Context: an optimization exercise on an open-source flow, tuned for small area, a short achievable clock period and few clock cycles. The choices shown serve that exercise and are no tape-out recipe.
Only simulation tests tie the RTL to the original design; equivalence was not proved.
No activity file was given, so power comes from the tool's default toggle rates.

==> flow/design.v <==
module intq_mm (
    input  wire        clk,
    input  wire        rst,           
    input  wire        start,
    input  wire [2:0]  mode,          
    input  wire [15:0] rows,
    input  wire [15:0] cols,
    input  wire [31:0] src0,          
    input  wire [31:0] src1,          
    input  wire [31:0] bias_base,     
    input  wire [31:0] out_base,      
    input  wire [31:0] thr_base,      
    input  wire [15:0] thr_stride,
    input  wire [7:0]  z_a,
    input  wire [7:0]  z_out,
    input  wire [31:0] fold_m,
    input  wire [7:0]  fold_n,
    output wire        busy,
    output reg         done,
    output wire [31:0] result,
    output wire        mem_req,
    output wire        mem_we,
    output wire [31:0] mem_addr,
    output wire [31:0] mem_wdata,
    output wire [3:0]  mem_wstrb,
    input  wire        mem_gnt,
    input  wire        mem_rvalid,
    input  wire [31:0] mem_rdata
);
    localparam [1:0] S_IDLE = 2'd0, S_SET = 2'd1, S_RUN = 2'd2, S_SET0 = 2'd3;
    reg [1:0]  state;
    reg        pol, wb4, k2;
    reg [15:0] n_cols, n_rows;
    reg [7:0]  za;
    reg [3:0]  zo;
    reg [31:0] fm;
    reg [4:0]  n1s, n2s;           
    reg        rzero;              
    reg [17:0] tinc;               
    reg        h0a, h0b;           
    reg [1:0]  wdelta;             
    reg [1:0]  x0;                 
    wire [16:0] rb = wb4 ? ({1'b0, n_cols} + 17'd1) >> 1 : {1'b0, n_cols};    
    reg [31:2] wa0, wa1;           
    reg [31:0] rs1;                
    reg [31:2] sb0;                
    reg [31:2] bia;                
    reg [31:2] tw;                 
    reg        ht;                 
    reg [31:0] oa0, oa1;           
    reg [15:0] pinc;               
    reg        rfirst;             
    reg [17:0] rsinc;              
    assign result = oa1;           
    localparam [2:0] I_BIAS0 = 3'd0, I_BIAS1 = 3'd1, I_ACT0 = 3'd2, I_ACT1 = 3'd3, I_THR = 3'd4,
                     I_DONE = 3'd5;
    localparam [2:0] OP_BIAS = 3'd0, OP_WGT = 3'd1, OP_ACT0 = 3'd2, OP_ACT1 = 3'd3, OP_THR = 3'd4;
    localparam [2:0] P_WA0 = 3'd0, P_WA1 = 3'd1, P_ACT = 3'd2, P_BIA = 3'd3, P_TW = 3'd4,
                     P_TL = 3'd5, P_OA0 = 3'd6, P_OA1 = 3'd7;
    localparam TGW = 14;
    reg [2:0]  iph;
    reg [15:0] ir;                 
    reg [15:0] k;                  
    reg [15:0] kr;                 
    reg        kz;                 
    reg [15:0] klast;              
    reg [15:0] dofs;               
    reg [15:0] kd;                 
    reg [15:0] rr;                 
    reg [2:0]  tk;                 
    reg        tl;                 
    reg [5:0]  wq0, wq1;           
    reg [1:0]  x1;                 
    reg        pht;                
    reg        swp;                
    reg        rq_claim;           
    reg [1:0]  wph;
    reg [7:0]  wb0, wb1;
    reg         pl_v, pl_we, pl_swp;
    reg [2:0]   pl_sel;
    reg [7:0]   pl_oh;             
    reg         pl_inc4;           
    reg         pl_tw, pl_tl;      
    reg [31:2]  pl_aa;             
    reg [TGW-1:0] pl_tag;
    reg [7:0]   pl_byte;
    reg        rq_v, rq_we;
    reg        sk_v, sk_we;        
    reg [31:2] sk_a;
    reg [3:0]  sk_strb;
    reg [7:0]  sk_byte;
    reg [31:2] rq_a;
    reg [3:0]  rq_strb;
    reg [7:0]  rq_byte;
    assign mem_req   = rq_v;
    assign mem_we    = rq_we;
    assign mem_addr  = {rq_a, 2'b00};
    assign mem_wdata = {4{rq_byte}};
    assign mem_wstrb = rq_strb;
    reg [TGW-1:0] tq [0:3];
    reg [1:0]  tq_wp, tq_rp;
    reg [2:0]  tq_n;
    reg [15:0] pr;                 
    wire       win8    = !wb4;
    wire [5:0] wq0p    = wq0 + 6'd1;
    wire [5:0] wq1p    = wq1 + 6'd1;
    wire       need_w0 = win8 ? (wq0p >= 6'd8) : (wq0p >= 6'd16);
    wire       need_w1 = win8 ? (wq1p >= 6'd8) : (wq1p >= 6'd16);
    wire [5:0] wstep   = win8 ? 6'd4 : 6'd8;
    wire [5:0] wq_init = win8 ? {4'b0010, x1} : {3'b010, x1, 1'b0};
    wire [1:0] x1n     = x1 + {rb[0], 1'b0};
    wire [15:0] k1     = k + 16'd1;
    wire        k_last = (kr == 16'd0);
    wire [2:0]  nwl    = k2 ? 3'd1 : 3'd7;     
    wire        tk_last = (tk == nwl);
    wire [15:0] ir2    = {ir[15:1] + 15'd1, 1'b0};
    wire        two    = (rr != 16'd1);        
    wire        pair_last = (rr[15:2] == 14'd0) && (rr[1:0] != 2'd3);
    wire        alo0 = !(kz && h0a);
    wire        ahi0 = !(k_last && (n_cols[0] ^ h0a));
    wire        alo1 = !(kz && h0b);
    wire        ahi1 = !(k_last && (n_cols[0] ^ h0b));
    wire [3:0]  woff  = win8 ? 4'd2 : 4'd4;
    wire [3:0]  pos00 = wq0[3:0] - {3'd0, h0a} - woff;
    wire [3:0]  pos01 = wq1[3:0] - {3'd0, h0a} - woff;
    wire [3:0]  pos10 = wq0[3:0] - {3'd0, h0b} - woff;
    wire [3:0]  pos11 = wq1[3:0] - {3'd0, h0b} - woff;
    wire [3:0]  tidx = {tk, 1'b0} - {3'd0, pht};
    wire [3:0]  tidh = {tk, 1'b1} - {3'd0, pht};
    wire        tvlo = !(tk == 3'd0 && pht) && (k2 ? tidx < 4'd3 : tidx < 4'd15);
    wire        tvhi = k2 ? tidh < 4'd3 : tidh < 4'd15;
    wire        thr_lane_last = (tl || !two);
    wire [15:0] thr_row = {ir[15:1], tl};
    wire        row_end_ok = !rq_claim || pol;
    wire        rq_free = !rq_v || mem_gnt;
    wire        pl_take = pl_v && !sk_v && (pl_we || tq_n != 3'd4);
    wire        pl_room = !pl_v || pl_take;
    wire [2:0]  tq_n_up = tq_n + ((pl_take && !pl_we) ? 3'd1 : 3'd0);
    wire [2:0]  tq_n_dn = tq_n_up - 3'd1;
    reg         nx_v, nx_we;
    reg [2:0]   nx_sel;
    wire [31:2] nx_aa = sb0 + {14'd0, (iph == I_ACT1) ? kd : k};
    reg [TGW-1:0] nx_tag;
    always @(*) begin
        nx_v   = 1'b0;
        nx_we  = 1'b0;
        nx_sel = P_WA0;
        nx_tag = {OP_WGT, 11'd0};
        if (state == S_RUN) begin
            if (wph != 2'd0) begin
                nx_v = 1'b1; nx_we = 1'b1; nx_sel = (wph == 2'd1) ? P_OA0 : P_OA1;
            end else begin
                case (iph)
                    I_BIAS0: begin
                        nx_v   = (n_cols != 16'd0) || two || row_end_ok;
                        nx_sel = P_BIA;
                        nx_tag = {OP_BIAS, 1'b0, swp, 7'd0, two, n_cols == 16'd0 && !two};
                    end
                    I_BIAS1: begin
                        nx_v   = (n_cols != 16'd0) || row_end_ok;
                        nx_sel = P_BIA;
                        nx_tag = {OP_BIAS, 1'b1, 1'b0, 7'd0, 1'b1, n_cols == 16'd0};
                    end
                    I_ACT0: begin
                        nx_v = 1'b1;
                        if (need_w0) begin
                            nx_sel = P_WA0;
                            nx_tag = {OP_WGT, 1'b0, 10'd0};
                        end else if (need_w1 && two) begin
                            nx_sel = P_WA1;
                            nx_tag = {OP_WGT, 1'b1, 10'd0};
                        end else begin
                            nx_sel = P_ACT;
                            nx_tag = {OP_ACT0, pos00, pos01, alo0, ahi0, 1'b0};
                        end
                    end
                    I_ACT1: begin
                        nx_v   = !k_last || row_end_ok;
                        nx_sel = P_ACT;
                        nx_tag = {OP_ACT1, pos10, pos11, alo1, ahi1, k_last};
                    end
                    I_THR: begin
                        nx_v   = !(tk_last && thr_lane_last && pair_last) ||
                                 (pr == thr_row && wph == 2'd0);
                        nx_sel = tk_last ? P_TL : P_TW;
                        nx_tag = {OP_THR, tl, tk == 3'd0, 2'd0, tidx, tvlo, tvhi, tk_last};
                    end
                    default: ;
                endcase
            end
        end
    end
    wire        plan = pl_room && nx_v;
    reg  [31:0] ad_a, ad_b;
    always @(*) begin
        ad_a = ({32{pl_oh[P_WA0]}} & {wa0, 2'b00}) | ({32{pl_oh[P_WA1]}} & {wa1, 2'b00}) |
               ({32{pl_oh[P_ACT]}} & {pl_aa, 2'b00}) | ({32{pl_oh[P_BIA]}} & {bia, 2'b00}) |
               ({32{pl_tw}}        & {tw, pl_tl & ht, 1'b0}) |
               ({32{pl_oh[P_OA0]}} & oa0)          | ({32{pl_oh[P_OA1]}} & oa1);
        ad_b = {29'd0, pl_inc4, 2'd0} |
               ({32{pl_oh[P_TL]}}  & {{14{tinc[17]}}, tinc}) |
               ({32{pl_oh[P_OA0]}} & 32'd1) | ({32{pl_oh[P_OA1]}} & {16'd0, pinc});
    end
    wire [31:0] ad_sum  = ad_a + ad_b;
    wire [31:0] ad_addr = ad_a;
    wire [31:0] rs1_sum = rs1 + {14'd0, rsinc};
    reg  [TGW-1:0] t0;             
    wire [2:0]  t0_op  = t0[13:11];
    wire        t0_ln  = t0[10];
    wire        t0_swp = t0[9];
    reg         rv;
    reg [31:0]  d0;
    reg [47:0]  win0, win1;
    function [7:0] wsel;
        input [47:0] w;
        input [3:0]  p;
        input        nib;
        begin
            wsel = nib ? {4'd0, w[{p, 2'b00} +: 4]} : w[{p[2:0], 3'b000} +: 8];
        end
    endfunction
    wire [3:0]  q0 = t0[10:7];
    wire [3:0]  q1 = t0[6:3];
    wire [7:0]  w0lo = wsel(win0, q0, wb4);
    wire [7:0]  w0hi = wsel(win0, q0 + 4'd1, wb4);
    wire [7:0]  w1lo = wsel(win1, q1, wb4);
    wire [7:0]  w1hi = wsel(win1, q1 + 4'd1, wb4);
    wire [8:0]  z0lo = t0[2] ? ({1'b0, w0lo} - {1'b0, za}) : 9'd0;
    wire [8:0]  z0hi = t0[1] ? ({1'b0, w0hi} - {1'b0, za}) : 9'd0;
    wire [8:0]  z1lo = t0[2] ? ({1'b0, w1lo} - {1'b0, za}) : 9'd0;
    wire [8:0]  z1hi = t0[1] ? ({1'b0, w1hi} - {1'b0, za}) : 9'd0;
    reg         v1;
    reg [TGW-1:0] t1;
    reg [31:0]  d1;
    reg [8:0]   wa_lo, wa_hi, wb_lo, wb_hi;
    wire [2:0]  op1  = t1[13:11];
    wire        act1 = (op1 == OP_ACT0 || op1 == OP_ACT1);
    function [63:0] mac2cs;
        input [8:0]  x0, x1;
        input [15:0] a0, a1;
        reg   [31:0] v0, v1, v2, v3, v4, v5, v6, v7, v8, v9, v10, v11, v12, v13, v14, v15, v16, v17, v18;
        reg   [31:0] s0, c0, s1, c1, s2, c2, s3, c3, s4, c4, s5, c5, s6, c6, s7, c7, s8, c8, s9, c9, s10, c10, s11, c11, s12, c12, s13, c13, s14, c14, s15, c15, s16, c16;
        begin
            v0 = {16'd0, ({16{x0[0]}} & a0) ^ 16'h8000} << 0;
            v1 = {16'd0, ({16{x0[1]}} & a0) ^ 16'h8000} << 1;
            v2 = {16'd0, ({16{x0[2]}} & a0) ^ 16'h8000} << 2;
            v3 = {16'd0, ({16{x0[3]}} & a0) ^ 16'h8000} << 3;
            v4 = {16'd0, ({16{x0[4]}} & a0) ^ 16'h8000} << 4;
            v5 = {16'd0, ({16{x0[5]}} & a0) ^ 16'h8000} << 5;
            v6 = {16'd0, ({16{x0[6]}} & a0) ^ 16'h8000} << 6;
            v7 = {16'd0, ({16{x0[7]}} & a0) ^ 16'h8000} << 7;
            v8 = {16'd0, ({16{x0[8]}} & a0) ^ 16'h7fff} << 8;
            v9 = {16'd0, ({16{x1[0]}} & a1) ^ 16'h8000} << 0;
            v10 = {16'd0, ({16{x1[1]}} & a1) ^ 16'h8000} << 1;
            v11 = {16'd0, ({16{x1[2]}} & a1) ^ 16'h8000} << 2;
            v12 = {16'd0, ({16{x1[3]}} & a1) ^ 16'h8000} << 3;
            v13 = {16'd0, ({16{x1[4]}} & a1) ^ 16'h8000} << 4;
            v14 = {16'd0, ({16{x1[5]}} & a1) ^ 16'h8000} << 5;
            v15 = {16'd0, ({16{x1[6]}} & a1) ^ 16'h8000} << 6;
            v16 = {16'd0, ({16{x1[7]}} & a1) ^ 16'h8000} << 7;
            v17 = {16'd0, ({16{x1[8]}} & a1) ^ 16'h7fff} << 8;
            v18 = 32'hfe01_0200;    
            s0 = v0 ^ v1 ^ v2;
            c0 = ((v0 & v1) | (v0 & v2) | (v1 & v2)) << 1;
            s1 = v3 ^ v4 ^ v5;
            c1 = ((v3 & v4) | (v3 & v5) | (v4 & v5)) << 1;
            s2 = v6 ^ v7 ^ v8;
            c2 = ((v6 & v7) | (v6 & v8) | (v7 & v8)) << 1;
            s3 = v9 ^ v10 ^ v11;
            c3 = ((v9 & v10) | (v9 & v11) | (v10 & v11)) << 1;
            s4 = v12 ^ v13 ^ v14;
            c4 = ((v12 & v13) | (v12 & v14) | (v13 & v14)) << 1;
            s5 = v15 ^ v16 ^ v17;
            c5 = ((v15 & v16) | (v15 & v17) | (v16 & v17)) << 1;
            s6 = s0 ^ c0 ^ s1;
            c6 = ((s0 & c0) | (s0 & s1) | (c0 & s1)) << 1;
            s7 = c1 ^ s2 ^ c2;
            c7 = ((c1 & s2) | (c1 & c2) | (s2 & c2)) << 1;
            s8 = s3 ^ c3 ^ s4;
            c8 = ((s3 & c3) | (s3 & s4) | (c3 & s4)) << 1;
            s9 = c4 ^ s5 ^ c5;
            c9 = ((c4 & s5) | (c4 & c5) | (s5 & c5)) << 1;
            s10 = s6 ^ c6 ^ s7;
            c10 = ((s6 & c6) | (s6 & s7) | (c6 & s7)) << 1;
            s11 = c7 ^ s8 ^ c8;
            c11 = ((c7 & s8) | (c7 & c8) | (s8 & c8)) << 1;
            s12 = s9 ^ c9 ^ v18;
            c12 = ((s9 & c9) | (s9 & v18) | (c9 & v18)) << 1;
            s13 = s10 ^ c10 ^ s11;
            c13 = ((s10 & c10) | (s10 & s11) | (c10 & s11)) << 1;
            s14 = c11 ^ s12 ^ c12;
            c14 = ((c11 & s12) | (c11 & c12) | (s12 & c12)) << 1;
            s15 = s13 ^ c13 ^ s14;
            c15 = ((s13 & c13) | (s13 & s14) | (c13 & s14)) << 1;
            s16 = s15 ^ c15 ^ c14;
            c16 = ((s15 & c15) | (s15 & c14) | (c15 & c14)) << 1;
            mac2cs = {s16, c16};
        end
    endfunction
    wire [63:0] csa = mac2cs(wa_lo, wa_hi, d1[15:0], d1[31:16]);
    wire [63:0] csb = mac2cs(wb_lo, wb_hi, d1[15:0], d1[31:16]);
    reg         v2;
    reg [TGW-1:0] t2;
    reg [31:0]  sa_s, sa_c, sb_s, sb_c;    
    wire [2:0]  op2   = t2[13:11];
    wire        ln2   = t2[10];
    wire        last2 = t2[0];
    wire [31:0] d2    = {sb_s[15:0], sa_s[15:0]};
    reg [31:0]  a00, a01, a10, a11;
    reg [1:0]   cy00, cy01, cy10, cy11;
    reg         f0, f1;                
    reg [3:0]   lv0, lv1;
    reg         xfer;                  
    wire [31:0] a0s = a00;
    wire [31:0] a1s = a10;
    wire [1:0]  c0s = cy00;
    wire [1:0]  c1s = cy10;
    wire [17:0] a0l = {2'd0, a0s[15:0]} + {2'd0, sa_s[15:0]} + {2'd0, sa_c[15:0]};
    wire [17:0] a1l = {2'd0, a1s[15:0]} + {2'd0, sb_s[15:0]} + {2'd0, sb_c[15:0]};
    wire [15:0] a0h = a0s[31:16] + sa_s[31:16] + sa_c[31:16] + {14'd0, c0s};
    wire [15:0] a1h = a1s[31:16] + sb_s[31:16] + sb_c[31:16] + {14'd0, c1s};
    wire [31:0] a0n = {a0h, a0l[15:0]};
    wire [31:0] a1n = {a1h, a1l[15:0]};
    wire [3:0]  kmax = k2 ? 4'd3 : 4'd15;
    wire [3:0]  p2   = t2[6:3];
    wire [3:0]  p2h  = p2 + 4'd1;
    wire        vlo2 = t2[2];
    wire        vhi2 = t2[1];
    wire        frst = t2[9];
    wire [15:0] s0 = ln2 ? a10[15:0] : a00[15:0];
    wire [15:0] s1 = ln2 ? a11[15:0] : a01[15:0];
    wire        lt0_lo = $signed(s0) < $signed(d2[15:0]);
    wire        lt0_hi = $signed(s0) < $signed(d2[31:16]);
    wire        lt1_lo = $signed(s1) < $signed(d2[15:0]);
    wire        lt1_hi = $signed(s1) < $signed(d2[31:16]);
    reg  [3:0]  tl0, tl1;
    reg         tf0, tf1;
    always @(*) begin
        tl0 = frst ? kmax : lv0; tf0 = !frst && f0;
        if (!tf0 && vlo2 && lt0_lo) begin tl0 = p2; tf0 = 1'b1; end
        if (!tf0 && vhi2 && lt0_hi) begin tl0 = p2h; tf0 = 1'b1; end
        tl1 = frst ? kmax : lv1; tf1 = !frst && f1;
        if (!tf1 && vlo2 && lt1_lo) begin tl1 = p2; tf1 = 1'b1; end
        if (!tf1 && vhi2 && lt1_hi) begin tl1 = p2h; tf1 = 1'b1; end
    end
    wire        thr_ev = v2 && op2 == OP_THR && last2;
    localparam [2:0] R_IDLE = 3'd0, R_SHL = 3'd1, R_MUL = 3'd2, R_SHR = 3'd3, R_FIN = 3'd4, R_OUT = 3'd5;
    reg [2:0]   rph;
    reg [1:0]   rnum;              
    reg         rtwo;              
    reg [31:0]  rt;                
    reg [31:0]  rq1, rq2, rq3;     
    reg signed [32:0] rs;          
    reg [4:0]   rcnt;
    reg [3:0]   rl0, rl1;          
    wire [4:0]  rdig = {(rcnt[2:0] == 3'd7) ? rt[3] : 1'b0, rt[3:0]};
    function [73:0] mul32x5cs;
        input [31:0] m;
        input [4:0]  d;
        reg   [36:0] u0, u1, u2, u3, u4, u5, ya0, yb0, ya1, yb1, ya2, yb2, ya3, yb3;
        begin
            u0 = {5'd0, ({32{d[0]}} & m) ^ 32'h80000000} << 0;
            u1 = {5'd0, ({32{d[1]}} & m) ^ 32'h80000000} << 1;
            u2 = {5'd0, ({32{d[2]}} & m) ^ 32'h80000000} << 2;
            u3 = {5'd0, ({32{d[3]}} & m) ^ 32'h80000000} << 3;
            u4 = {5'd0, ({32{d[4]}} & m) ^ 32'h7fffffff} << 4;
            u5 = 37'h1080000010;    
            ya0 = u0 ^ u1 ^ u2;
            yb0 = ((u0 & u1) | (u0 & u2) | (u1 & u2)) << 1;
            ya1 = u3 ^ u4 ^ u5;
            yb1 = ((u3 & u4) | (u3 & u5) | (u4 & u5)) << 1;
            ya2 = ya0 ^ yb0 ^ ya1;
            yb2 = ((ya0 & yb0) | (ya0 & ya1) | (yb0 & ya1)) << 1;
            ya3 = ya2 ^ yb2 ^ yb1;
            yb3 = ((ya2 & yb2) | (ya2 & yb1) | (yb2 & yb1)) << 1;
            mul32x5cs = {ya3, yb3};
        end
    endfunction
    wire [73:0] rprod = mul32x5cs(fm, rdig);
    reg  [36:0] rp_s, rp_c;        
    wire [36:0] rsum  = {{4{rs[32]}}, rs} + rp_s + rp_c;
    wire signed [36:0] rnext = $signed(rsum) >>> 4;
    wire [3:0]  rv4 = rs[32] ? 4'd0 :
                      (rs > $signed({29'd0, kmax})) ? kmax : rs[3:0];
    wire [3:0]  rlev0 = rv4 + zo;
    wire [2:0]  r_first = rzero ? R_FIN : (n1s != 5'd0) ? R_SHL : R_MUL;
    wire [4:0]  rcnt_dn = rcnt - (rcnt[4:2] != 3'd0 ? 5'd4 : 5'd1);
    wire [3:0]  rlev  = k2 ? {2'b00, rlev0[1:0]} : rlev0;
    reg [7:0]   pb0, pb1;
    wire [15:0] pr1 = pr + 16'd1;
    wire [1:0]  slot = k2 ? pr[1:0] : {1'b0, pr[0]};
    wire        pk_full = (k2 ? (slot == 2'd3) : (slot == 2'd1)) || (pr1 == n_rows);
    wire        rq_ev_ok = (rph == R_OUT) && !(pk_full && wph != 2'd0);
    wire        pk_ev = thr_ev || rq_ev_ok;
    wire [3:0]  pl0 = pol ? tl0 : rl0;
    wire [3:0]  pl1 = pol ? tl1 : rl1;
    wire [2:0]  sh  = k2 ? {slot, 1'b0} : {slot[0], 2'b00};
    wire [7:0]  nb0 = (slot == 2'd0 ? 8'd0 : pb0) | ({4'd0, pl0} << sh);
    wire [7:0]  nb1 = (slot == 2'd0 ? 8'd0 : pb1) | ({4'd0, pl1} << sh);
    reg         busy_r;
    assign busy = busy_r;
    wire all_done = (iph == I_DONE) && (pr == n_rows) && (wph == 2'd0) && !pl_v && !sk_v && !rq_v;
    always @(posedge clk) begin
        done <= 1'b0;
        case (state)
            S_IDLE: begin
                pol    <= mode[0];
                wb4    <= mode[1];
                k2     <= mode[2];
                n_rows <= rows;
                n_cols <= cols;
                za     <= z_a;
                zo     <= z_out[3:0];
                fm     <= fold_m;
                n1s    <= fold_n[7] ? 5'd0 - fold_n[4:0] : 5'd0;
                n2s    <= fold_n[7] ? 5'd0 : fold_n[4:0];
                rzero  <= (fold_n[7] && (fold_n <= 8'hE0)) || (!fold_n[7] && (fold_n >= 8'd32)) ||
                          (fold_m == 32'd0);
                tinc   <= {1'b0, (thr_stride != 16'd0) ? thr_stride : (mode[2] ? 16'd3 : 16'd15), 1'b0};
                pl_sel <= P_OA1;
                pl_oh  <= 8'd1 << P_OA1;
                pl_inc4 <= 1'b0;
                pl_tw  <= 1'b0;
                pl_tl  <= 1'b0;
                rs1    <= src0;
                rfirst <= 1'b1;
                h0a    <= src1[1];
                h0b    <= src1[1] ^ cols[0];
                wdelta <= (cols[0] ? (mode[1] ? 2'd0 : 2'd3) : (src1[1] ? 2'd2 : 2'd0));
                wa0    <= src0[31:2];
                x0     <= src0[1:0];
                wq0    <= mode[1] ? {3'b010, src0[1:0], 1'b0} : {4'b0010, src0[1:0]};
                sb0    <= src1[31:2];
                bia    <= bias_base[31:2];
                tw     <= thr_base[31:2];
                ht     <= thr_base[1];
                pht    <= thr_base[1];
                oa0    <= out_base;
                oa1    <= out_base;
                ir     <= 16'd0;
                k      <= 16'd0;
                kz     <= 1'b1;
                rr     <= rows;
                tk     <= 3'd0;
                tl     <= 1'b0;
                swp    <= 1'b1;
                pr     <= 16'd0;
                iph    <= I_BIAS0;
                if (start && rows == 16'd0) begin
                    done <= 1'b1;
                end else if (start) begin
                    state  <= S_SET0;
                    busy_r <= 1'b1;
                end
            end
            S_SET0: begin
                klast <= ({1'b0, n_cols} + {16'd0, h0a} - 17'd1) >> 1;
                kr    <= ({1'b0, n_cols} + {16'd0, h0a} - 17'd1) >> 1;
                dofs  <= ({1'b0, n_cols} + {16'd0, h0a}) >> 1;
                kd    <= ({1'b0, n_cols} + {16'd0, h0a}) >> 1;
                pinc  <= k2 ? ({1'b0, n_rows} + 17'd3) >> 2 : ({1'b0, n_rows} + 17'd1) >> 1;
                rsinc <= {1'b0, rb};
                x1    <= x0 + rb[1:0];
                wq1   <= wb4 ? {3'b010, x0 + rb[1:0], 1'b0} : {4'b0010, x0 + rb[1:0]};
                tinc  <= tinc - (k2 ? 18'd4 : 18'd28);
                state <= S_SET;
            end
            S_SET: begin
                oa1   <= ad_sum;
                pinc  <= 16'd1;
                state <= S_RUN;
            end
            S_RUN: if (all_done) begin
                state  <= S_IDLE;
                busy_r <= 1'b0;
                done   <= 1'b1;
            end
            default: state <= S_IDLE;
        endcase
        if (pl_take) begin
            sk_we   <= pl_we;
            sk_a    <= ad_addr[31:2];
            sk_strb <= pl_we ? (4'b0001 << ad_a[1:0]) : 4'b0000;
            sk_byte <= pl_byte;
        end
        if (rq_free) begin
            rq_v    <= sk_v || pl_take;
            rq_we   <= sk_v ? sk_we   : pl_we;
            rq_a    <= sk_v ? sk_a    : ad_addr[31:2];
            rq_strb <= sk_v ? sk_strb : (pl_we ? (4'b0001 << ad_a[1:0]) : 4'b0000);
            rq_byte <= sk_v ? sk_byte : pl_byte;
            sk_v    <= 1'b0;
        end else if (pl_take) begin
            sk_v    <= 1'b1;
        end
        if (pl_take) begin
            case (pl_sel)
                P_WA0: wa0 <= ad_sum[31:2];
                P_WA1: wa1 <= ad_sum[31:2];
                P_BIA: bia <= ad_sum[31:2];
                P_TW:  tw  <= ad_sum[31:2];
                P_TL:  begin tw <= ad_sum[31:2]; ht <= ad_sum[1]; end
                P_OA0: oa0 <= ad_sum;
                P_OA1: oa1 <= ad_sum;
                default: ;
            endcase
            if (pl_swp) begin
                if (!rfirst) wa0 <= wa1;
                rfirst <= 1'b0;
                rsinc  <= {1'b0, rb, 1'b0};
                rs1 <= rs1_sum;
                wa1 <= rs1_sum[31:2];
            end
            if (!pl_we) begin
                tq[tq_wp] <= pl_tag;
                tq_wp <= tq_wp + 2'd1;
            end
        end
        if (pl_take) pl_v <= 1'b0;
        tq_n <= (mem_rvalid && state == S_RUN) ? tq_n_dn : tq_n_up;
        if (mem_rvalid && state == S_RUN) tq_rp <= tq_rp + 2'd1;
        if (plan) begin
            pl_v    <= 1'b1;
            pl_we   <= nx_we;
            pl_sel  <= nx_sel;
            pl_oh   <= 8'd1 << nx_sel;
            pl_inc4 <= nx_sel == P_WA0 || nx_sel == P_WA1 || nx_sel == P_BIA || nx_sel == P_TW;
            pl_tw   <= nx_sel == P_TW || nx_sel == P_TL;
            pl_tl   <= nx_sel == P_TL;
            pl_aa   <= nx_aa;
            pl_tag  <= nx_tag;
            pl_byte <= (wph == 2'd1) ? wb0 : wb1;
            pl_swp  <= !nx_we && iph == I_BIAS0 && swp;
            if (nx_we) begin
                wph <= (wph == 2'd1) ? 2'd2 : 2'd0;
            end else begin
                case (iph)
                    I_BIAS0: begin
                        swp <= 1'b0;
                        if (two) iph <= I_BIAS1;
                        else if (n_cols != 16'd0) iph <= I_ACT0;
                        else if (pol) iph <= I_THR;
                        else begin
                            rq_claim <= 1'b1;
                            iph <= I_DONE;
                        end
                    end
                    I_BIAS1: begin
                        if (n_cols != 16'd0) iph <= I_ACT0;
                        else if (pol) iph <= I_THR;
                        else begin
                            rq_claim <= 1'b1;
                            ir  <= ir2;
                            rr  <= rr - 16'd2;
                            swp <= 1'b1;
                            x1  <= x1n;
                            wq0 <= wq1;
                            wq1 <= win8 ? {4'b0010, x1n} : {3'b010, x1n, 1'b0};
                            iph <= pair_last ? I_DONE : I_BIAS0;
                        end
                    end
                    I_ACT0: begin
                        if (need_w0)           wq0 <= wq0 - wstep;
                        else if (need_w1 && two) wq1 <= wq1 - wstep;
                        else                   iph <= I_ACT1;
                    end
                    I_ACT1: begin
                        if (k_last) begin
                            k   <= 16'd0;
                            kd  <= dofs;
                            kz  <= 1'b1;
                            kr  <= klast;
                            if (pol) begin
                                iph <= I_THR;
                                wq0 <= wq0 + 6'd2 + {{4{wdelta[1]}}, wdelta};
                                wq1 <= wq1 + 6'd2 + {{4{wdelta[1]}}, wdelta};
                            end else begin
                                rq_claim <= 1'b1;
                                ir  <= ir2;
                                rr  <= rr - 16'd2;
                                swp <= 1'b1;
                                x1  <= x1n;
                                wq0 <= wq1 + 6'd2 + {{4{wdelta[1]}}, wdelta};
                                wq1 <= win8 ? {4'b0010, x1n} : {3'b010, x1n, 1'b0};
                                iph <= pair_last ? I_DONE : I_BIAS0;
                            end
                        end else begin
                            k   <= k1;
                            kd  <= kd + 16'd1;
                            kz  <= 1'b0;
                            kr  <= kr - 16'd1;
                            wq0 <= wq0 + 6'd2;
                            wq1 <= wq1 + 6'd2;
                            iph <= I_ACT0;
                        end
                    end
                    I_THR: begin
                        if (tk_last) begin
                            tk  <= 3'd0;
                            pht <= pht ^ tinc[1];
                            if (!thr_lane_last) tl <= 1'b1;
                            else begin
                                tl  <= 1'b0;
                                ir  <= ir2;
                                rr  <= rr - 16'd2;
                                swp <= 1'b1;
                                x1  <= x1n;
                                wq0 <= wq1;
                                wq1 <= win8 ? {4'b0010, x1n} : {3'b010, x1n, 1'b0};
                                iph <= pair_last ? I_DONE : I_BIAS0;
                            end
                        end else begin
                            tk <= tk + 3'd1;
                        end
                    end
                    default: ;
                endcase
            end
        end
        v1 <= rv && t0_op != OP_WGT;
        t1 <= t0;
        rv <= mem_rvalid && state == S_RUN;
        d0 <= mem_rdata;
        if (mem_rvalid) t0 <= tq[tq_rp];
        d1 <= d0;
        wa_lo <= z0lo;
        wa_hi <= z0hi;
        wb_lo <= z1lo;
        wb_hi <= z1hi;
        if (rv && t0_op == OP_WGT) begin
            if (t0_ln) win1 <= {d0, win1[47:32]};
            else       win0 <= {d0, win0[47:32]};
        end
        if (rv && t0_op == OP_BIAS && t0_swp) win0 <= win1;
        v2  <= v1;
        t2  <= t1;
        sa_s <= act1 ? csa[63:32] : {16'd0, d1[15:0]};
        sa_c <= act1 ? csa[31:0]  : 32'd0;
        sb_s <= act1 ? csb[63:32] : {16'd0, d1[31:16]};
        sb_c <= act1 ? csb[31:0]  : 32'd0;
        xfer <= v2 && last2 && (op2 == OP_BIAS || op2 == OP_ACT1) && !pol;
        if (v2) begin
            case (op2)
                OP_BIAS: begin
                    if (ln2) begin a10 <= d2; a11 <= d2; cy10 <= 2'd0; cy11 <= 2'd0; end
                    else     begin a00 <= d2; a01 <= d2; cy00 <= 2'd0; cy01 <= 2'd0; end
                end
                OP_ACT0, OP_ACT1: begin
                    a00 <= a01; cy00 <= cy01; a01 <= a0n; cy01 <= a0l[17:16];
                    a10 <= a11; cy10 <= cy11; a11 <= a1n; cy11 <= a1l[17:16];
                end
                OP_THR: begin
                    lv0 <= tl0; f0 <= tf0;
                    lv1 <= tl1; f1 <= tf1;
                end
                default: ;
            endcase
        end
        case (rph)
            R_IDLE: if (xfer) begin
                rt   <= {a00[31:16] + {14'd0, cy00}, a00[15:0]};
                rq1  <= {a01[31:16] + {14'd0, cy01}, a01[15:0]};
                rq2  <= {a10[31:16] + {14'd0, cy10}, a10[15:0]};
                rq3  <= {a11[31:16] + {14'd0, cy11}, a11[15:0]};
                rtwo <= (pr1 != n_rows);
                rnum <= 2'd0;
                rs   <= 33'd0;
                rcnt <= n1s;
                rph  <= r_first;
            end
            R_SHL: begin
                rcnt <= rcnt_dn;
                rt   <= rcnt[4:2] != 3'd0 ? {rt[27:0], 4'd0} : {rt[30:0], 1'b0};
                if (rcnt_dn == 5'd0) rph <= R_MUL;
            end
            R_MUL: begin
                rp_s <= rprod[73:37];
                rp_c <= rprod[36:0];
                if (rcnt != 5'd0) rs <= rnext[32:0];
                rt   <= {4'd0, rt[31:4]};
                rcnt <= rcnt + 5'd1;
                if (rcnt[3]) begin
                    rcnt <= n2s;
                    rph  <= (n2s != 5'd0) ? R_SHR : R_FIN;
                end
            end
            R_SHR: begin
                rcnt <= rcnt_dn;
                rs   <= rcnt[4:2] != 3'd0 ? rs >>> 4 : rs >>> 1;
                if (rcnt_dn == 5'd0) rph <= R_FIN;
            end
            R_FIN: begin
                rs   <= 33'd0;
                rcnt <= n1s;
                if (!rnum[0]) rl0 <= rlev;
                else          rl1 <= rlev;
                rt   <= rq1;
                rq1  <= rq2;
                rq2  <= rq3;
                rnum <= rnum + 2'd1;
                rph  <= rnum[0] ? R_OUT : r_first;
            end
            R_OUT: if (rq_ev_ok) begin
                if (rnum == 2'd2 && rtwo) begin
                    rph <= r_first;
                end else begin
                    rph      <= R_IDLE;
                    rq_claim <= 1'b0;
                end
            end
            default: rph <= R_IDLE;
        endcase
        if (pk_ev) begin
            pr <= pr1;
            if (pk_full) begin
                wb0 <= nb0;
                wb1 <= nb1;
                wph <= 2'd1;
            end else begin
                pb0 <= nb0;
                pb1 <= nb1;
            end
        end
        if (rst) begin
            state <= S_IDLE;
            busy_r <= 1'b0;
            done  <= 1'b0;
            rq_v  <= 1'b0;
            sk_v  <= 1'b0;
            pl_v  <= 1'b0;
            tq_wp <= 2'd0;
            tq_rp <= 2'd0;
            rv    <= 1'b0;
            tq_n  <= 3'd0;
            v1    <= 1'b0;
            v2    <= 1'b0;
            xfer  <= 1'b0;
            rph   <= R_IDLE;
            wph   <= 2'd0;
            iph   <= I_DONE;
            rq_claim <= 1'b0;
        end
    end
endmodule
==> flow/run.sh <==
#!/bin/bash
# synth_recipe.tcl (not shown) runs the flow's synth.tcl, then flattens the netlist and writes it again
# the make line also repeats each setting of config.mk as NAME=value (left out here)
make -C /OpenROAD-flow-scripts/flow DESIGN_CONFIG=/design/flow/config.mk WORK_HOME=/design/flow/orfs CLKGATE_MAP_FILE= SYNTH_SCRIPT=/design/flow/synth_recipe.tcl finish
==> flow/config.mk <==
export PLATFORM = sky130hd
export DESIGN_NAME = intq_mm
export DESIGN_NICKNAME = intq_mm
export VERILOG_FILES = /design/flow/design.v
export SDC_FILE = /design/flow/constraint.sdc
export NUM_CORES = 4
export LEC_CHECK = 0
export CAP_MARGIN = 20
export CORE_MARGIN = 2
export CORE_UTILIZATION = 40
export PLACE_DENSITY = 0.6
export SLEW_MARGIN = 20
==> flow/constraint.sdc <==
create_clock -name core_clock -period 16.0 [get_ports {clk}]
set_input_delay 3.2000 -clock core_clock [delete_from_list [all_inputs] [get_ports {clk}]]
set_output_delay 3.2000 -clock core_clock [all_outputs]
set_load 0.01 [all_outputs]
==> results of run 1 <==
## critical path, stage by stage (launching register included)
cell	delay, ns
edfxtp_1	0.37
buf_4	0.33
nand3_1	0.37
and2_0	0.37
inv_1	0.24
fa_1	0.48
a21o_1	0.21
a221oi_1	0.70
a2111o_1	0.29
nand3_1	0.12
a31oi_1	0.35
o21bai_1	0.12
a21oi_1	0.18
xor2_1	0.73
mux2i_1	0.14
## state kept, by name (all words and copies together) (netlist names), 33 cells and up
name  flops
rp_c     33
win1     48
tq       56
rs       33
win0     48
rp_s     36
## through the flow
| step | std cells | hold slack (ns) | worst slack [ns] | util | cell area [um^2] |
|---|---|---|---|---|---|
| floorplan | 9760 | 0.3096 | 9.487 | - | 102300 |
| global placement | 13110 | 0.3127 | 10.64 | 0.4301 | 109300 |
| detailed placement | 13110 | 0.3121 | 10.62 | 0.4302 | 109300 |
| CTS | 13440 | 0.3249 | 10.72 | 0.4541 | 115400 |
| global route | 13450 | 0.3307 | 10.46 | 0.4543 | 115500 |
| finish | 13460 | 0.3221 | 10.69 | 0.4544 | 115500 |
## final timing paths
| kind | endpoint | slack [ns] | cells after the start |
|---|---|---|---|
| setup / recovery | wa1[26]$_DFFE_PP_ | 10.69 | 14 |
| hold / removal | t2[6]$_DFF_P_ | 0.32 | 0 |
| setup reg to reg | wa1[26]$_DFFE_PP_ | 10.69 | 14 |
| hold reg to reg | t2[6]$_DFF_P_ | 0.32 | 0 |
## synth_stat cells, drive strengths merged (27+ instances only)
| cell type | n | share of area |
|---|---|---|
| a22o | 27 | 0.0023 |
| and2 | 604 | 0.037 |
| xnor2 | 236 | 0.020 |
| o31ai | 34 | 0.0025 |
| o22ai | 98 | 0.0060 |
| mux2 | 138 | 0.015 |
| clkbuf | 417 | 0.015 |
| nand3 | 190 | 0.0093 |
| xor2 | 200 | 0.017 |
| a31oi | 71 | 0.0044 |
| nand2b | 46 | 0.0028 |
| a22oi | 120 | 0.0088 |
| a211oi | 120 | 0.0089 |
| nor2b | 91 | 0.0056 |
| fa | 678 | 0.13 |
| nor2 | 453 | 0.017 |
| ha | 563 | 0.069 |
| o21a | 47 | 0.0034 |
| and3 | 72 | 0.0044 |
| buf | 99 | 0.0052 |
| o21ai | 431 | 0.021 |
| or3 | 36 | 0.0023 |
| dfxtp | 552 | 0.11 |
| edfxtp | 986 | 0.29 |
| nor3 | 131 | 0.0068 |
| inv | 758 | 0.028 |
| a221oi | 31 | 0.0027 |
| nor4 | 64 | 0.0044 |
| or2 | 32 | 0.0020 |
| a21o | 82 | 0.0060 |
| nand2 | 1185 | 0.044 |
| a21oi | 414 | 0.020 |
| a222oi | 38 | 0.0037 |
| nor3b | 29 | 0.0022 |
| o211ai | 47 | 0.0034 |
| mux4 | 94 | 0.021 |
| nand4 | 42 | 0.0028 |
| mux2i | 219 | 0.021 |
## report_power, final
part	switching, mW	internal (mW)	total [mW]
sequential	1.17	5.54	6.71
combinational	9.22	6.25	15.5
clock	1.79	2.41	4.20
## logic make-up after synthesis
logic type	share of synthesized area
AND/OR/NAND/NOR	0.1450
AO/OA/AOI/OAI	0.1127
flip-flops	0.3975
buffers and inverters	0.04846
adder cells (fa/ha/maj)	0.2016
multiplexers	0.05732
XOR/XNOR	0.03733
other	0.00003666
## metal layers
layer,global-route usage,wire length [um]
met3,0.04375,24860
met4,0.07439,9261
met5,0,39
met1,0.3534,145500
met2,0.3407,131200
## area by class of cell
cell class / count / area, um^2 / area share
multi-input combinational: 6945 / 56850 / 0.4922
sequential: 1538 / 40660 / 0.3521
clock buffer: 230 / 4935 / 0.04273
timing repair buffer: 500 / 4795 / 0.04151
tap: 3366 / 4212 / 0.03647
inverter: 761 / 2856 / 0.02473
clock inverter: 97 / 1135 / 0.009826
antenna: 19 / 47.55 / 0.0004117
==> impl_metrics.toml, run 1 <==
[outcome]
run_status = "complete, no violations"

[finish]
syn2layout_area_growth_pct = 12.91
mostFrequentLayoutCell = "nand2_1"
drive_gt1_frac = 0.07407
final_cell_mix = "nand2_1 (1184), edfxtp_1 (986), inv_1 (754), fa_1 (678), and2_1 (601)"
nNetsFinal = 11460
num-fill-cells = 23600

[cts]
cts_setup_buffers = 0
ctsResizeCount = 0
cts_num_sinks = 1538
tritoncts = "built"
holdBufCountCts = 0
worstSkewPairLatency_ns = 0.83
h-tree-depth = 4
clkTransAtPathRegs_ns = 0.06
cts_buffers = 173
clock_path_buffers = 3
ctsRootBufferMaster = "clkbuf_16"

[timing]
fin_tns_setup_ns = 0
rsz0062_at_grt = "no"
clock_skew_ns = 0.04311
min_period_ns = 5.307
hold_viol_final = 0
drv_slew = 0
slew_headroom = 0.1707
setup_viol = 0
period_share = 0.3317
fmax_mhz = 188.4
worst_pin_slew_ns = 1.239

[grt]
grt_pass1_wl_um = 469700
grt_pass1_vias = 75360
antenna_found_initial = 24
grt_max_degree = 162
grt_overflow = 0
grt.total_usage = 0.2355

[detailed_routing]
routed_wl_um = 310900
via_per_inst = 5.645
postRouteAntennaNets = 0
post_drt_wl_per_cell_um = 23.10
vias = 75960
drtPass1Iterations = 9
drt_iter0_drc = 7787
drc = 0

[floorplan]
rows = 185
dieArea_um2 = 259800
core_um2 = 254200
die_h_um = 509.7
fp.dieW_um = 509.7
start_util = 0.4025
ioPinCount = 408

[critical_path]
worstPathMaxFanout = 31
r2r-start = "pl_tw$_SDFFCE_PP0P_"
crit_type = "flop to flop"
cp-start-kind = "flop"
endpoint_kind = "flop"
critPathRequiredTime_ns = 16.54
arrival_ns = 5.85
cp-startpoint = "pl_tw$_SDFFCE_PP0P_"

[flow_run]
maxCapViolations = 0

[pwr]
fin_total_pwr_mw = 26.38
irDropWorstVdd_uv = 175.8
powerDensity_nw_per_um2 = 228.4
leakagePower_nw = 45.83

[yosys]
ys_async_sr_fraction = 0
ys_warn_count = 1
syn_avg_cell_area_um2 = 10.48
synth_cells = 9759
synth_cell_type_count = 108
ys_seq_area_frac = 0.3975
synth_seq_cells = 1538
synthFlopType = "edfxtp_1"
syn-cell-area_um2 = 102300
synth_edf_count = 986

[place]
hpwl_um = 232000
globalplace.congestion = 0.9494
io_buffers = 397

[hold_path]
hold_class = "flop to flop"
hp-start = "t1[6]$_DFF_P_"
Testbench counts, summed over its fixed seeds: cycles 76,051.
==> run 2, diff against run 1 <==
--- a/flow/design.v
+++ b/flow/design.v
@@ -380,8 +380,9 @@
     reg  [36:0] rp_s, rp_c;        
     wire [36:0] rsum  = {{4{rs[32]}}, rs} + rp_s + rp_c;
     wire signed [36:0] rnext = $signed(rsum) >>> 4;
-    wire [3:0]  rv4 = rs[32] ? 4'd0 :
-                      (rs > $signed({29'd0, kmax})) ? kmax : rs[3:0];
+    wire signed [32:0] rsh = rs >>> n2s;     
+    wire        rbig = k2 ? (rsh[31:2] != 30'd0) : (rsh[31:4] != 28'd0);
+    wire [3:0]  rv4 = rsh[32] ? 4'd0 : rbig ? kmax : rsh[3:0];
     wire [3:0]  rlev0 = rv4 + zo;
     wire [2:0]  r_first = rzero ? R_FIN : (n1s != 5'd0) ? R_SHL : R_MUL;
     wire [4:0]  rcnt_dn = rcnt - (rcnt[4:2] != 3'd0 ? 5'd4 : 5'd1);
@@ -681,7 +682,7 @@
                 rcnt <= rcnt + 5'd1;
                 if (rcnt[3]) begin
                     rcnt <= n2s;
-                    rph  <= (n2s != 5'd0) ? R_SHR : R_FIN;
+                    rph  <= R_FIN;
                 end
             end
             R_SHR: begin
==> impl_metrics.toml, run 2 <==
[critical_path]
rr_worst_depth = 14
critical_path.most_common_cell = "o21ai_0"
critPathBufInv = 1
crit_family = "compound AO/OA/AOI/OAI gates"
cp-start-kind = "flop"
rrSetupSlack_ns = 10.38
path_cells = "buf_4 -> a222oi_1 -> nand3_1 -> ha_1 -> o21ai_0 -> nor4_1 -> a21oi_1 -> a21boi_0 -> o22ai_1 -> o31ai_1 -> o21ai_0 -> o311ai_0 -> xor2_1 -> o21ai_0"
timing.rr.end = "wa1[31]$_DFFE_PP_"
critPathRequiredTime_ns = 16.59
arrival_ns = 6.21
slowest_delay_ns = 0.77
endpoint_kind = "flop"
worstPathMaxFanout = 30
crit_type = "flop to flop"
cpMaxStageDelayCell = "a222oi_1"
r2r-start = "pl_oh[1]$_SDFFCE_PP0P_"

[yosys]
ys_async_sr_fraction = 0
synth_cells = 9873
ys_top_cells_by_area = "edfxtp_1 (29%), fa_1 (13%), dfxtp_1 (11%), ha_1 (6.8%), nand2_1 (4.6%)"
synth_common_cells = "nand2_1 (1252), edfxtp_1 (986), inv_1 (755), fa_1 (678), and2_1 (601)"
synth_top_area_frac = 0.2879
synth_cell_type_count = 95
synth_edf_count = 986
synth.most_common_cell = "nand2_1"
syn_avg_cell_area_um2 = 10.42
ys_seq_area_frac = 0.3954
synthFlopType = "edfxtp_1"
synth_top_area_cell = "edfxtp_1"
synth_seq_cells = 1538
syn-cell-area_um2 = 102800
ys_warn_count = 1

[floorplan]
start_util = 0.4013
rows = 186
die_h_um = 511.0
core_um2 = 256200
fp.dieW_um = 511.0
dieArea_um2 = 261100
ioPinCount = 408

[cts]
cts_setup_buffers = 0
clkTransAtPathRegs_ns = 0.06
worstSkewPairLatency_ns = 0.86
cts_buffers = 179
cts_num_sinks = 1538
ctsRootBufferMaster = "clkbuf_16"
clock_path_buffers = 3
ctsResizeCount = 0
h-tree-depth = 4
holdBufCountCts = 0
tritoncts = "built"

[finish]
post-route-util = 0.4525
seqCellArea_um2 = 40670
syn2layout_area_growth_pct = 12.74
mostFrequentLayoutCell = "nand2_1"
num-fill-cells = 23640
largest_register = "tq"
final_cell_mix = "nand2_1 (1252), edfxtp_1 (986), inv_1 (751), fa_1 (678), and2_1 (599)"
design_area_um2 = 115900
multiInputGateArea_um2 = 57330
largest_reg_flops = 56
largest_registers = "tq: 56 flops, win0: 48 flops, win1: 48 flops"
final_cells = 13600
nNetsFinal = 11580
drive_gt1_frac = 0.07380

[detailed_routing]
drtPass1Iterations = 11
drc = 0
post_drt_wl_per_cell_um = 22.76
routed_wl_um = 309600
drt_iter0_drc = 7319
via_per_inst = 5.596
postRouteAntennaNets = 0
vias = 76130

[grt]
grt_pass1_vias = 76030
grt.total_usage = 0.2328
grt_pass1_wl_um = 471100
grt_max_degree = 83
antenna_found_initial = 51
grt_overflow = 0

[timing]
fmax_mhz = 178.0
clock_skew_ns = 0.05948
slew_headroom = 0.2072
fin_tns_setup_ns = 0
drv_slew = 0
rsz0062_at_grt = "no"
worst_pin_slew_ns = 1.185
min_period_ns = 5.618
fin_ws_ns = 10.38
period_share = 0.3511
setup_viol = 0
hold_viol_final = 0

[flow_run]
maxCapViolations = 0

[outcome]
run_status = "complete, no violations"

[place]
place_inst = 13240
io_buffers = 397
hpwl_um = 229800
dpl_cell_area_um2 = 109900
dp_slack_ns = 10.64
globalplace.congestion = 0.9365

[hold_path]
min_to = "t2[9]$_DFF_P_"
hp-start = "t1[9]$_DFF_P_"
hold-path-cell-count = 0
hold_class = "flop to flop"

[pwr]
irDropWorstVdd_uv = 161.3
leakagePower_nw = 45.80
powerDensity_nw_per_um2 = 249.4
-- run 2: changes by cell type in the layout (fill, tap and decap cells not counted), sizes merged, moves of 13 or more --
cell / delta
nor3: +19
nor2: +58
nand2: +67
a311oi: +16
o21ai: +47
mux4: +30
mux2: +16
a21oi: -20
buf: +13
nor4: -13
o22ai: -36
-- run 2: power breakdown --
part / internal, mW / switching (mW)
Sequential: 5.86 / 1.30
Combinational: 7.15 / 10.5
Clock: 2.33 / 1.81
-- run 2: cell type report --
cell class              count  area share
clock buffers             242     0.04289
multi-input cells        7046      0.4945
flip-flops and latches   1538      0.3508
diodes                     30   0.0006476
well taps                3384     0.03652
clock inverters            90    0.008224
repair buffers            513     0.04178
inverters                 761     0.02464
-- run 2: how the worst max path moves through the flow --
| stage | from | endpoint | cells after the start | slack (ns) |
|---|---|---|---|---|
| after floorplan | rph[0]$_SDFFE_PP0P_ | rs[0]$_SDFFCE_PN0P_ | 4 | 9.48 |
| after global placement | pl_oh[7]$_SDFFCE_PP1P_ | wa1[29]$_DFFE_PP_ | 15 | 10.71 |
| after detailed placement | pl_oh[7]$_SDFFCE_PP1P_ | wa1[29]$_DFFE_PP_ | 15 | 10.64 |
| after CTS | rq_v$_SDFFE_PP0P_ | mem_req | 1 | 10.55 |
| after global routing | pl_oh[7]$_SDFFCE_PP1P_ | wa1[29]$_DFFE_PP_ | 15 | 10.09 |
| final | pl_oh[1]$_SDFFCE_PP0P_ | wa1[31]$_DFFE_PP_ | 14 | 10.38 |
-- run 2: per-stage QoR --
stage | hold slack (ns) | power [mW]
floorplan | 0.3096 | 19.11
global placement | 0.3133 | 24.34
detailed placement | 0.3121 | 24.70
CTS | 0.3254 | 28.99
global route | 0.3310 | 31.73
finish | 0.3149 | 28.91
-- run 2: cell families after synthesis --
logic type	count (synthesis)	synth area share
other	1	0.00003647
multiplexers	494	0.06505
AND/OR/NAND/NOR	3152	0.1467
AO/OA/AOI/OAI	1739	0.1084
buffers and inverters	1290	0.04854
flip-flops	1538	0.3954
XOR/XNOR	423	0.03603
adder cells (fa/ha/maj)	1236	0.1999
-- run 2: metal layers --
| metal | up-vias | wire length, um | GRT usage |
|---|---|---|---|
| met5 | - | 78 | 0 |
| met3 | 484 | 24000 | 0.04429 |
| met2 | 2824 | 134800 | 0.3486 |
| met4 | 12 | 8360 | 0.07033 |
| li1 | 34790 | - | - |
| met1 | 38020 | 142400 | 0.3394 |
Testbench counts of run 2, summed over its fixed seeds: cycles 73,245.
==> run 3, diff against run 2 <==
--- a/flow/design.v
+++ b/flow/design.v
@@ -50,7 +50,6 @@
     reg [31:0] oa0, oa1;           
     reg [15:0] pinc;               
     reg        rfirst;             
-    reg [17:0] rsinc;              
     assign result = oa1;           
     localparam [2:0] I_BIAS0 = 3'd0, I_BIAS1 = 3'd1, I_ACT0 = 3'd2, I_ACT1 = 3'd3, I_THR = 3'd4,
                      I_DONE = 3'd5;
@@ -79,8 +78,6 @@
     reg         pl_v, pl_we, pl_swp;
     reg [2:0]   pl_sel;
     reg [7:0]   pl_oh;             
-    reg         pl_inc4;           
-    reg         pl_tw, pl_tl;      
     reg [31:2]  pl_aa;             
     reg [TGW-1:0] pl_tag;
     reg [7:0]   pl_byte;
@@ -135,8 +132,6 @@
     wire        rq_free = !rq_v || mem_gnt;
     wire        pl_take = pl_v && !sk_v && (pl_we || tq_n != 3'd4);
     wire        pl_room = !pl_v || pl_take;
-    wire [2:0]  tq_n_up = tq_n + ((pl_take && !pl_we) ? 3'd1 : 3'd0);
-    wire [2:0]  tq_n_dn = tq_n_up - 3'd1;
     reg         nx_v, nx_we;
     reg [2:0]   nx_sel;
     wire [31:2] nx_aa = sb0 + {14'd0, (iph == I_ACT1) ? kd : k};
@@ -195,15 +190,15 @@
     always @(*) begin
         ad_a = ({32{pl_oh[P_WA0]}} & {wa0, 2'b00}) | ({32{pl_oh[P_WA1]}} & {wa1, 2'b00}) |
                ({32{pl_oh[P_ACT]}} & {pl_aa, 2'b00}) | ({32{pl_oh[P_BIA]}} & {bia, 2'b00}) |
-               ({32{pl_tw}}        & {tw, pl_tl & ht, 1'b0}) |
+               ({32{pl_oh[P_TW]}}  & {tw, 2'b00})  | ({32{pl_oh[P_TL]}}  & {tw, ht, 1'b0}) |
                ({32{pl_oh[P_OA0]}} & oa0)          | ({32{pl_oh[P_OA1]}} & oa1);
-        ad_b = {29'd0, pl_inc4, 2'd0} |
+        ad_b = ({32{pl_oh[P_WA0] | pl_oh[P_WA1] | pl_oh[P_BIA] | pl_oh[P_TW]}} & 32'd4) |
                ({32{pl_oh[P_TL]}}  & {{14{tinc[17]}}, tinc}) |
                ({32{pl_oh[P_OA0]}} & 32'd1) | ({32{pl_oh[P_OA1]}} & {16'd0, pinc});
     end
     wire [31:0] ad_sum  = ad_a + ad_b;
     wire [31:0] ad_addr = ad_a;
-    wire [31:0] rs1_sum = rs1 + {14'd0, rsinc};
+    wire [31:0] rs1_sum = rs1 + (rfirst ? {15'd0, rb} : {14'd0, rb, 1'b0});
     reg  [TGW-1:0] t0;             
     wire [2:0]  t0_op  = t0[13:11];
     wire        t0_ln  = t0[10];
@@ -380,9 +375,8 @@
     reg  [36:0] rp_s, rp_c;        
     wire [36:0] rsum  = {{4{rs[32]}}, rs} + rp_s + rp_c;
     wire signed [36:0] rnext = $signed(rsum) >>> 4;
-    wire signed [32:0] rsh = rs >>> n2s;     
-    wire        rbig = k2 ? (rsh[31:2] != 30'd0) : (rsh[31:4] != 28'd0);
-    wire [3:0]  rv4 = rsh[32] ? 4'd0 : rbig ? kmax : rsh[3:0];
+    wire [3:0]  rv4 = rs[32] ? 4'd0 :
+                      (rs > $signed({29'd0, kmax})) ? kmax : rs[3:0];
     wire [3:0]  rlev0 = rv4 + zo;
     wire [2:0]  r_first = rzero ? R_FIN : (n1s != 5'd0) ? R_SHL : R_MUL;
     wire [4:0]  rcnt_dn = rcnt - (rcnt[4:2] != 3'd0 ? 5'd4 : 5'd1);
@@ -420,9 +414,6 @@
                 tinc   <= {1'b0, (thr_stride != 16'd0) ? thr_stride : (mode[2] ? 16'd3 : 16'd15), 1'b0};
                 pl_sel <= P_OA1;
                 pl_oh  <= 8'd1 << P_OA1;
-                pl_inc4 <= 1'b0;
-                pl_tw  <= 1'b0;
-                pl_tl  <= 1'b0;
                 rs1    <= src0;
                 rfirst <= 1'b1;
                 h0a    <= src1[1];
@@ -460,7 +451,6 @@
                 dofs  <= ({1'b0, n_cols} + {16'd0, h0a}) >> 1;
                 kd    <= ({1'b0, n_cols} + {16'd0, h0a}) >> 1;
                 pinc  <= k2 ? ({1'b0, n_rows} + 17'd3) >> 2 : ({1'b0, n_rows} + 17'd1) >> 1;
-                rsinc <= {1'b0, rb};
                 x1    <= x0 + rb[1:0];
                 wq1   <= wb4 ? {3'b010, x0 + rb[1:0], 1'b0} : {4'b0010, x0 + rb[1:0]};
                 tinc  <= tinc - (k2 ? 18'd4 : 18'd28);
@@ -508,7 +498,6 @@
             if (pl_swp) begin
                 if (!rfirst) wa0 <= wa1;
                 rfirst <= 1'b0;
-                rsinc  <= {1'b0, rb, 1'b0};
                 rs1 <= rs1_sum;
                 wa1 <= rs1_sum[31:2];
             end
@@ -518,16 +507,13 @@
             end
         end
         if (pl_take) pl_v <= 1'b0;
-        tq_n <= (mem_rvalid && state == S_RUN) ? tq_n_dn : tq_n_up;
+        tq_n <= tq_n + ((pl_take && !pl_we) ? 3'd1 : 3'd0) - ((mem_rvalid && state == S_RUN) ? 3'd1 : 3'd0);
         if (mem_rvalid && state == S_RUN) tq_rp <= tq_rp + 2'd1;
         if (plan) begin
             pl_v    <= 1'b1;
             pl_we   <= nx_we;
             pl_sel  <= nx_sel;
             pl_oh   <= 8'd1 << nx_sel;
-            pl_inc4 <= nx_sel == P_WA0 || nx_sel == P_WA1 || nx_sel == P_BIA || nx_sel == P_TW;
-            pl_tw   <= nx_sel == P_TW || nx_sel == P_TL;
-            pl_tl   <= nx_sel == P_TL;
             pl_aa   <= nx_aa;
             pl_tag  <= nx_tag;
             pl_byte <= (wph == 2'd1) ? wb0 : wb1;
@@ -682,7 +668,7 @@
                 rcnt <= rcnt + 5'd1;
                 if (rcnt[3]) begin
                     rcnt <= n2s;
-                    rph  <= R_FIN;
+                    rph  <= (n2s != 5'd0) ? R_SHR : R_FIN;
                 end
             end
             R_SHR: begin
==> impl_metrics.toml, run 3 <==
[timing]
slew_headroom = 0.1625
drv_slew = 0
setup_viol = 0
hold_viol_final = 0
min_period_ns = 5.540
fmax_mhz = 180.5
period_share = 0.3462
fin_tns_setup_ns = 0
worst_pin_slew_ns = 1.247
rsz0062_at_grt = "no"
clock_skew_ns = 0.07109

[finish]
mostFrequentLayoutCell = "nand2_1"
syn2layout_area_growth_pct = 13.09
largest_reg_flops = 56
largest_register = "tq"
largest_registers = "tq: 56 flops, win0: 48 flops, win1: 48 flops"
final_cells = 13370
nNetsFinal = 11390
final_cell_mix = "nand2_1 (1195), edfxtp_1 (984), inv_1 (730), fa_1 (679), and2_1 (602)"
drive_gt1_frac = 0.07432

[cts]
ctsResizeCount = 0
cts_buffers = 177
h-tree-depth = 4
tritoncts = "built"
ctsRootBufferMaster = "clkbuf_16"
clkTransAtPathRegs_ns = 0.06
holdBufCountCts = 0
cts_setup_buffers = 0
cts_num_sinks = 1518
worstSkewPairLatency_ns = 0.85
clock_path_buffers = 3

[yosys]
ys_async_sr_fraction = 0
synth.most_common_cell = "nand2_1"
syn_avg_cell_area_um2 = 10.44
synth_cells = 9687
synth_top_area_cell = "edfxtp_1"
synth_common_cells = "nand2_1 (1197), edfxtp_1 (984), inv_1 (732), fa_1 (679), and2_1 (602)"
syn-cell-area_um2 = 101100
ys_top_cells_by_area = "edfxtp_1 (29%), fa_1 (13%), dfxtp_1 (11%), ha_1 (6.9%), nand2_1 (4.4%)"
synth_cell_type_count = 102
synth_seq_cells = 1518
synth_top_area_frac = 0.2922
ys_seq_area_frac = 0.3979
ys_warn_count = 1
synthFlopType = "edfxtp_1"
synth_edf_count = 984

[outcome]
run_status = "complete, no violations"

[critical_path]
timing.rr.end = "wa1[29]$_DFFE_PP_"
r2r-start = "pl_oh[5]$_SDFFCE_PN0P_"
rrSetupSlack_ns = 10.46
cp-start-kind = "flop"
arrival_ns = 6.09
critPathRequiredTime_ns = 16.55
rr_worst_depth = 14
crit_type = "flop to flop"
worstPathMaxFanout = 30
endpoint_kind = "flop"

[hold_path]
hold_class = "flop to flop"
min_to = "t2[0]$_DFF_P_"
hp-start = "t1[0]$_DFF_P_"
hold-path-cell-count = 0

[place]
hpwl_um = 232500
place_inst = 13010
globalplace.congestion = 0.9469
io_buffers = 397

[detailed_routing]
post_drt_wl_per_cell_um = 23.18
routed_wl_um = 310000
drtPass1Iterations = 10
drt_iter0_drc = 7607
postRouteAntennaNets = 0
vias = 74610
via_per_inst = 5.580
drc = 0

[grt]
gr-max-usage-layer = "met2"
grt_pass1_wl_um = 468900
grt.total_usage = 0.2379
antenna_found_initial = 41
grt_overflow = 0
grt_max_degree = 129
use_met1 = 0.3462
grt_pass1_vias = 74360
met2_usage = 0.3543
grt_util_met3 = 0.04869

[floorplan]
dieArea_um2 = 256800
core_um2 = 251400
rows = 184
ioPinCount = 408
die_h_um = 506.8
start_util = 0.4022
fp.dieW_um = 506.8

[pwr]
powerDensity_nw_per_um2 = 243.1
fin_total_pwr_mw = 27.80
leakagePower_nw = 45.46
irDropWorstVdd_uv = 220.7

[flow_run]
maxCapViolations = 0
-- run 3: cell count changes after synthesis, moves of 18 or more --
| cell | change |
|---|---|
| nor2_1 | +27 |
| buf_1 | -18 |
| a31oi_1 | -18 |
| o21ai_1 | +38 |
| nand3_1 | -32 |
| mux4_2 | -30 |
| o21ai_0 | -50 |
| nand2_1 | -55 |
| o22ai_1 | +82 |
| a211oi_1 | -27 |
| dfxtp_1 | -18 |
| inv_1 | -23 |
| a22oi_1 | -19 |
| a311oi_1 | -18 |
-- run 3: cell type report --
type	count	area, um^2
Clock inverter	92	1206
Sequential cell	1518	40240
Fill cell	23330	137000
Multi-Input combinational cell	6913	56220
Tap cell	3348	4189
Timing Repair Buffer	497	4745
Inverter	737	2766
Antenna cell	26	65.06
Clock buffer	240	4927
-- run 3: cell families after synthesis --
kind of cell	count (synthesis)	synth area share
fa+ha+maj	1240	0.2038
buf+inv	1257	0.04816
other cells	1	0.00003708
compound gates	1720	0.1084
mux	454	0.05854
flops	1518	0.3979
simple gates	3064	0.1456
xor+xnor	433	0.03750
-- run 3: power by group --
group          switching [mW]  internal (mW)  leakage, nW  total, mW
logic                    9.90           6.70         28.9       16.6
clock network            1.79           2.45         2.96       4.25
registers                1.32           5.63         13.6       6.95
-- run 3: worst max-delay path, cell delays in order (launching register included) --
cell,delay (ns)
edfxtp_1,0.36
buf_4,0.22
or2_2,0.67
a222oi_1,0.46
nand3_1,0.39
ha_1,0.51
and2_1,0.19
a311o_1,0.34
a21o_1,0.20
a211oi_1,0.24
a31oi_1,0.15
a2111oi_1,0.58
nor2_1,0.16
xnor2_2,0.64
o21ai_0,0.15
-- run 3: layer usage --
metal  up-vias  routed length (um)
li1      34030                   -
met1     37300              141100
met2      2791              134700
met3       469               25030
met4        12                9044
met5         -                  65
-- run 3: stage by stage --
stage	setup slack [ns]	cell area (um^2)	util	hold slack, ns
after floorplan	10.42	101100	-	0.3096
after global placement	10.39	108100	0.4301	0.3133
after detailed placement	10.37	108100	0.4301	0.3121
after CTS	10.35	114300	0.4545	0.3253
after global routing	10.29	114300	0.4548	0.3330
final	10.46	114400	0.4549	0.3247
-- run 3: worst max path at each step --
| stage | start | to | slack, ns | cells past startpoint |
|---|---|---|---|---|
| 5_1_grt | wb4$_DFFE_PP_ | wa1[30]$_DFFE_PP_ | 10.29 | 17 |
| 3_3_place_gp | pl_oh[5]$_SDFFCE_PN0P_ | wa1[29]$_DFFE_PP_ | 10.39 | 14 |
| 4_1_cts | pl_oh[5]$_SDFFCE_PN0P_ | wa1[29]$_DFFE_PP_ | 10.35 | 14 |
| 3_5_place_dp | pl_oh[5]$_SDFFCE_PN0P_ | wa1[29]$_DFFE_PP_ | 10.37 | 14 |
| 2_1_floorplan | n_cols[1]$_DFFE_PP_ | pl_oh[0]$_SDFFCE_PP0P_ | 10.42 | 12 |
| 6_report | pl_oh[5]$_SDFFCE_PN0P_ | wa1[29]$_DFFE_PP_ | 10.46 | 14 |
Testbench counts of run 3, summed over its fixed seeds: cycles 76,051.

## afterwards: timing with drivers on the ports
No port has a modelled driver above. Below, the same layouts with a new extraction and two added sets of constraints.
Step 1: set_driving_cell puts a clkbuf_16 on clk and a buf_2 on each other input, an assumption about the parent block.
Step 2, shift: input delay + t, output delay - t, t = (earliest + latest rising clock arrival at the registers) / 2. This alone moves slack from input paths to output paths.
a / b / c = ideal ports / drivers / drivers and shift; a / b = the first two.
| run | shift t [ns] | setup WS [ns] | worst setup path after step 2 |
|---|---|---|---|
| run 1 | 0.899 | 10.693 / 10.688 / 10.600 | input to register |
| run 2 | 0.930 | 10.382 / 10.382 / 10.382 | register to register |
| run 3 | 0.901 | 10.460 / 10.460 / 10.460 | register to register |
After both steps every run listed still meets setup and hold. The setup slack of run 1, which loses most, moves by -0.005 ns with the drivers and by -0.093 ns with both steps.
